Source: an optimization exercise on an open RTL-to-GDS flow (aim: small area, a short achievable clock period and few clock cycles per item). Production flows keep margins and buffers that such runs may drop.
RTL that was checked went through simulation tests only; none was proved equivalent to the original.
The clock input has no modelled driver; a real chip could not lean on it and would need a root buffer or a full tree.
No activity file was given, so power comes from the tool's default toggle rates.

before:
==> flow/design.v (excerpt) <==
module pxit_cksum (
  input             clk,
  input             rst,           
  input             cfg_valid,
  output            cfg_ready,
  input      [31:0] cfg_seeds,
  input             in_valid,
  output            in_ready,
  input       [7:0] in_data,
  output reg        out_valid,
  output     [31:0] out_cksum,     
  output reg        out_ok,
  output     [31:0] poly
);
==> module pxit_cksum, before the edit <==
module pxit_cksum (
  input             clk,
  input             rst,           
  input             cfg_valid,
  output            cfg_ready,
  input      [31:0] cfg_seeds,
  input             in_valid,
  output            in_ready,
  input       [7:0] in_data,
  output reg        out_valid,
  output     [31:0] out_cksum,     
  output reg        out_ok,
  output     [31:0] poly
);
  localparam PKTSIZE = 337;
  localparam NDATA   = PKTSIZE - 4;    
  function automatic [7:0] xtime(input [7:0] a);
    xtime = {a[6:0], 1'b0} ^ (a[7] ? 8'h87 : 8'h00);
  endfunction
  reg        in_ready_r, cfg_ready_r;
  reg        busy;           
  reg  [2:0] step;           
  reg  [8:0] cnt;            
  reg  [7:0] d_r;            
  reg        v_r;            
  reg        eq_r;           
  reg        c_first;        
  reg        c_ck;           
  reg        g_d;            
  reg        g_w0;           
  assign in_ready  = in_ready_r;
  assign cfg_ready = cfg_ready_r;
  wire take    = in_valid && in_ready_r;
  wire cfg_acc = cfg_valid && cfg_ready_r;
  wire cnt333  = (cnt == NDATA);
  wire cntlast = (cnt == PKTSIZE - 1);
  wire cnt0_n  = v_r ? cntlast : (cnt == 9'd0);    
  wire nx_first = cntlast;
  wire nx_ck    = (cnt >= NDATA - 1) && !cntlast;
  wire cfg_step = busy && step != 3'd0;    
  wire cfg_end  = busy && step == 3'd4;
  wire busy_n   = cfg_acc || (busy && !cfg_end);
  always @(posedge clk) begin
    if (take)
      d_r <= in_data;
    eq_r <= (in_data == d_r);
    if (rst) begin
      in_ready_r  <= 1'b0;
      cfg_ready_r <= 1'b1;
      busy        <= 1'b0;
      step        <= 3'd0;
      cnt         <= 9'd0;
      v_r         <= 1'b0;
      out_valid   <= 1'b0;
    end else begin
      busy        <= busy_n;
      step        <= busy ? step + 3'd1 : 3'd0;
      in_ready_r  <= !cfg_acc && (in_ready_r || cfg_end);
      cfg_ready_r <= !busy_n && !take && cnt0_n;
      if (v_r)
        cnt <= cntlast ? 9'd0 : cnt + 9'd1;
      v_r         <= take;
      out_valid   <= v_r && cntlast;
    end
  end
  always @(posedge clk) begin
    if (rst || (busy && !busy_n)) begin
      c_first <= 1'b1;
      c_ck    <= 1'b0;
      g_d     <= 1'b1;
      g_w0    <= 1'b0;
    end else if (busy_n) begin
      c_first <= 1'b0;
      c_ck    <= 1'b0;
      g_d     <= 1'b0;
      g_w0    <= 1'b1;
    end else if (v_r) begin
      c_first <= nx_first;
      c_ck    <= nx_ck;
      g_d     <= !nx_ck;
      g_w0    <= !(nx_first || nx_ck);
    end
  end
  reg  [7:0] p0, p1, p2, p3;
  reg  [7:0] w0, w1, w2, w3;
  reg        uniform;        
  reg        match;          
  assign poly      = {p3, p2, p1, p0};
  assign out_cksum = {w0, w1, w2, w3};
  wire [7:0] m = (w0 & {8{g_w0}}) ^ (d_r & {8{g_d && v_r}});
  wire [7:0]  mx [0:7];
  wire [63:0] mxc;
  assign mx[0] = m;
  genvar j, k, b;
  generate
    for (j = 1; j < 8; j = j + 1) begin : g_x
      assign mx[j] = xtime(mx[j-1]);
    end
    for (j = 0; j < 8; j = j + 1) begin : g_j
      for (b = 0; b < 8; b = b + 1) begin : g_b
        assign mxc[8*b + j] = mx[j][b];
      end
    end
  endgenerate
  wire [31:0] pk = {p3, p2, p1, p0};
  wire [31:0] mp;
  generate
    for (k = 0; k < 4; k = k + 1) begin : g_k
      for (b = 0; b < 8; b = b + 1) begin : g_b
        pxit_cksum_dot u_dot (.c(pk[8*k +: 8]), .v(mxc[8*b +: 8]), .y(mp[8*k + b]));
      end
    end
  endgenerate
  wire [31:0] seeds = {cfg_seeds[7:0], cfg_seeds[15:8], cfg_seeds[23:16], cfg_seeds[31:24]};
  wire [31:0] feed  = {w1 & {8{!c_first}}, w2 & {8{!c_first}}, w3 & {8{!c_first}},
                       w0 & {8{c_ck}}} | (seeds & {32{cfg_ready_r}});
  wire [31:0] wn   = feed ^ mp;
  wire        eq_w = (d_r == w0);
  always @(posedge clk) begin
    if (busy && step == 3'd0) begin
      p3 <= 8'd0;
      p2 <= 8'd0;
      p1 <= 8'd0;
      p0 <= 8'd1;
    end else if (cfg_step) begin
      p3 <= p2 ^ mp[31:24];
      p2 <= p1 ^ mp[23:16];
      p1 <= p0 ^ mp[15:8];
      p0 <= mp[7:0];
    end
    if (cfg_ready_r || v_r || cfg_step)
      {w0, w1, w2, w3} <= wn;
    if (v_r)
      uniform <= c_first || (uniform && eq_r);
    if (v_r && c_ck)
      match <= (cnt333 || match) && eq_w;
    out_ok <= match && eq_w && !(uniform && eq_r);
  end
endmodule
export LEC_CHECK = 0
export CAP_MARGIN = 20
export CORE_MARGIN = 2
export CORE_UTILIZATION = 30
export PLACE_DENSITY = 0.5
export SLEW_MARGIN = 20
export SYNTH_HIERARCHICAL = 1
export SYNTH_MINIMUM_KEEP_SIZE = 0
create_clock -name core_clock -period 15.0 [get_ports {clk}]
standard.sh (not shown) runs the stock make flow with config.mk's settings and CLKGATE_MAP_FILE= SYNTH_SCRIPT=/design/flow/synth_recipe.tcl, a recipe that flattens the netlist after the stock synthesis.
==> flow/flow/run.sh <==
#!/bin/bash
# The standard layout with three changes:
# - the ports are buffered by plain buffers instead of the delay buffers
#   buffer_ports picks by default;
# - timing repair is asked for extra setup margin;
# - the clock tree is a single level of buffers (flow/cts_tree.tcl).
set -euo pipefail
export BUFFER_PORTS_ARGS="-buffer_cell sky130_fd_sc_hd__buf_1"
export SETUP_SLACK_MARGIN=11.1
export PRE_CTS_TCL="$(pwd)/flow/cts_tree.tcl"
bash standard.sh finish > standard.log 2>&1
Other scripts of this flow, unchanged in this note and not shown: flow/flow/cts_tree.tcl
Testbench counts of before, summed over its fixed seeds: cycles 32,360, packets 96.
> inputs changed (before -> after)
==> flow/design.v, changed modules only <==
module pxit_cksum (
  input             clk,
  input             rst,           
  input             cfg_valid,
  output            cfg_ready,
  input      [31:0] cfg_seeds,
  input             in_valid,
  output            in_ready,
  input       [7:0] in_data,
  output reg        out_valid,
  output     [31:0] out_cksum,     
  output reg        out_ok,
  output     [31:0] poly
);
  localparam PKTSIZE = 337;
  localparam NDATA   = PKTSIZE - 4;    
  function automatic [7:0] xtime(input [7:0] a);
    xtime = {a[6:0], 1'b0} ^ (a[7] ? 8'h87 : 8'h00);
  endfunction
  reg        in_ready_r, cfg_ready_r;
  reg        busy;           
  reg  [2:0] step;           
  reg  [8:0] cnt;            
  reg  [7:0] d_r;            
  reg        v_r;            
  reg        eq_r;           
  reg        c_first;        
  reg        c_ck;           
  reg        g_w0;           
  reg        g_d;            
  reg        g_sh;           
  reg        g_rot;          
  reg        g_hold;         
  assign in_ready  = in_ready_r;
  assign cfg_ready = cfg_ready_r;
  wire take    = in_valid && in_ready_r;
  wire cfg_acc = cfg_valid && cfg_ready_r;
  wire cnt333  = (cnt == NDATA);
  wire cntlast = (cnt == PKTSIZE - 1);
  wire cnt0_n  = v_r ? cntlast : (cnt == 9'd0);    
  wire nx_first = cntlast;
  wire nx_ck    = (cnt >= NDATA - 1) && !cntlast;
  wire cfg_step = busy && step != 3'd0;    
  wire cfg_end  = busy && step == 3'd4;
  wire busy_n   = cfg_acc || (busy && !cfg_end);
  wire step_n   = busy && !cfg_end;          
  wire cfg_ready_n = !busy_n && !take && cnt0_n;
  wire first_n = (busy && !busy_n) ? 1'b1 : busy_n ? 1'b0 : v_r ? nx_first : c_first;
  wire ck_n    = (busy && !busy_n) ? 1'b0 : busy_n ? 1'b0 : v_r ? nx_ck    : c_ck;
  always @(posedge clk) begin
    if (take)
      d_r <= in_data;
    eq_r <= (in_data == d_r);
    if (rst) begin
      in_ready_r  <= 1'b0;
      cfg_ready_r <= 1'b1;
      busy        <= 1'b0;
      step        <= 3'd0;
      cnt         <= 9'd0;
      v_r         <= 1'b0;
      out_valid   <= 1'b0;
    end else begin
      busy        <= busy_n;
      step        <= busy ? step + 3'd1 : 3'd0;
      in_ready_r  <= !cfg_acc && (in_ready_r || cfg_end);
      cfg_ready_r <= cfg_ready_n;
      if (v_r)
        cnt <= cntlast ? 9'd0 : cnt + 9'd1;
      v_r         <= take;
      out_valid   <= v_r && cntlast;
    end
  end
  always @(posedge clk) begin
    if (rst) begin
      c_first <= 1'b1;
      c_ck    <= 1'b0;
      g_w0    <= 1'b0;
      g_d     <= 1'b0;
      g_sh    <= 1'b0;
      g_rot   <= 1'b0;
      g_hold  <= 1'b0;
    end else begin
      c_first <= first_n;
      c_ck    <= ck_n;
      g_w0    <= (take && !first_n && !ck_n) || step_n;
      g_d     <= take && !ck_n;
      g_sh    <= (take && !first_n) || step_n;
      g_rot   <= take && ck_n;
      g_hold  <= !take && !step_n && !cfg_ready_n;
    end
  end
  reg  [7:0] p0, p1, p2, p3;
  reg  [7:0] w0, w1, w2, w3;
  reg        uniform;        
  reg        match;          
  assign poly      = {p3, p2, p1, p0};
  assign out_cksum = {w0, w1, w2, w3};
  wire [7:0] m = (w0 & {8{g_w0}}) ^ (d_r & {8{g_d}});
  wire [7:0]  mx [0:7];
  wire [63:0] mxc;
  assign mx[0] = m;
  genvar j, k, b;
  generate
    for (j = 1; j < 8; j = j + 1) begin : g_x
      assign mx[j] = xtime(mx[j-1]);
    end
    for (j = 0; j < 8; j = j + 1) begin : g_j
      for (b = 0; b < 8; b = b + 1) begin : g_b
        assign mxc[8*b + j] = mx[j][b];
      end
    end
  endgenerate
  wire [31:0] pk = {p3, p2, p1, p0};
  wire [31:0] mp;
  generate
    for (k = 0; k < 4; k = k + 1) begin : g_k
      for (b = 0; b < 8; b = b + 1) begin : g_b
        pxit_cksum_dot u_dot (.c(pk[8*k +: 8]), .v(mxc[8*b +: 8]), .y(mp[8*k + b]));
      end
    end
  endgenerate
  wire [31:0] seeds = {cfg_seeds[7:0], cfg_seeds[15:8], cfg_seeds[23:16], cfg_seeds[31:24]};
  wire [31:0] feed  = ({w1, w2, w3} & {24{g_sh}}) << 8 | ({24'd0, w0} & {32{g_rot}})
                    | ({w0, w1, w2, w3} & {32{g_hold}}) | (seeds & {32{cfg_ready_r}});
  wire [31:0] wn   = feed ^ mp;
  wire        eq_w = (d_r == w0);
  always @(posedge clk) begin
    if (busy && step == 3'd0) begin
      p3 <= 8'd0;
      p2 <= 8'd0;
      p1 <= 8'd0;
      p0 <= 8'd1;
    end else if (cfg_step) begin
      p3 <= p2 ^ mp[31:24];
      p2 <= p1 ^ mp[23:16];
      p1 <= p0 ^ mp[15:8];
      p0 <= mp[7:0];
    end
    {w0, w1, w2, w3} <= wn;
    if (v_r)
      uniform <= c_first || (uniform && eq_r);
    if (v_r && c_ck)
      match <= (cnt333 || match) && eq_w;
    out_ok <= match && eq_w && !(uniform && eq_r);
  end
endmodule
--- outcome ---
after -> before: fraction of the mapped netlist area in adder cells flat
Lower met3 track demand over resource in global routing goes to after over before.
Compared to before, the router laid down more metal wire for after.
after vs. before: final worst-path cycle share moved up, tightest hold margin moved down, number of global-route vias before repair moved up.
Against before, wire length of the first global-routing pass in after came out worse.
Overall power after layout: after < before
after vs before — post-synthesis share of cell area spent on and, or, nand and nor gates rose 0.79 points.
after reports a higher area of the multi-input gates than before does.
When the final numbers for after and before were put side by side, the worst setup slack turned out to be smaller in after.
Between before and after, the flow reports final cell count increasing slightly.
The RTL of after was laid out without a check of its function. In every run of this note, the design's own scripts or RTL, not TritonCTS, make the clock network.

re-timing with driven ports:
Ports are ideal in the flow. The routed layouts listed here were re-timed in OpenROAD.
Step 1: set_driving_cell puts a clkbuf_16 on clk and a buf_2 on each other input, an assumption about the parent block.
Step 2 also shifts input and output timing later by t, the mid clock arrival at the registers, as if the neighbouring blocks saw the same clock.
a / b / c = no drivers / after step 1 / after step 2; a / b = the first two.
run | shift t [ns] | slack for setup (ns) | worst setup path after step 2 | pins driven straight from the clock port
before | 0.266 | 11.131 / 11.030 / 11.008 | input to register | 4
after | 0.263 | 11.096 / 11.000 / 10.951 | input to register | 4
After both steps setup and hold are still met in every run listed. For after, which loses most, drivers alone change the setup slack by -0.096 ns; drivers and shift together by -0.145 ns.
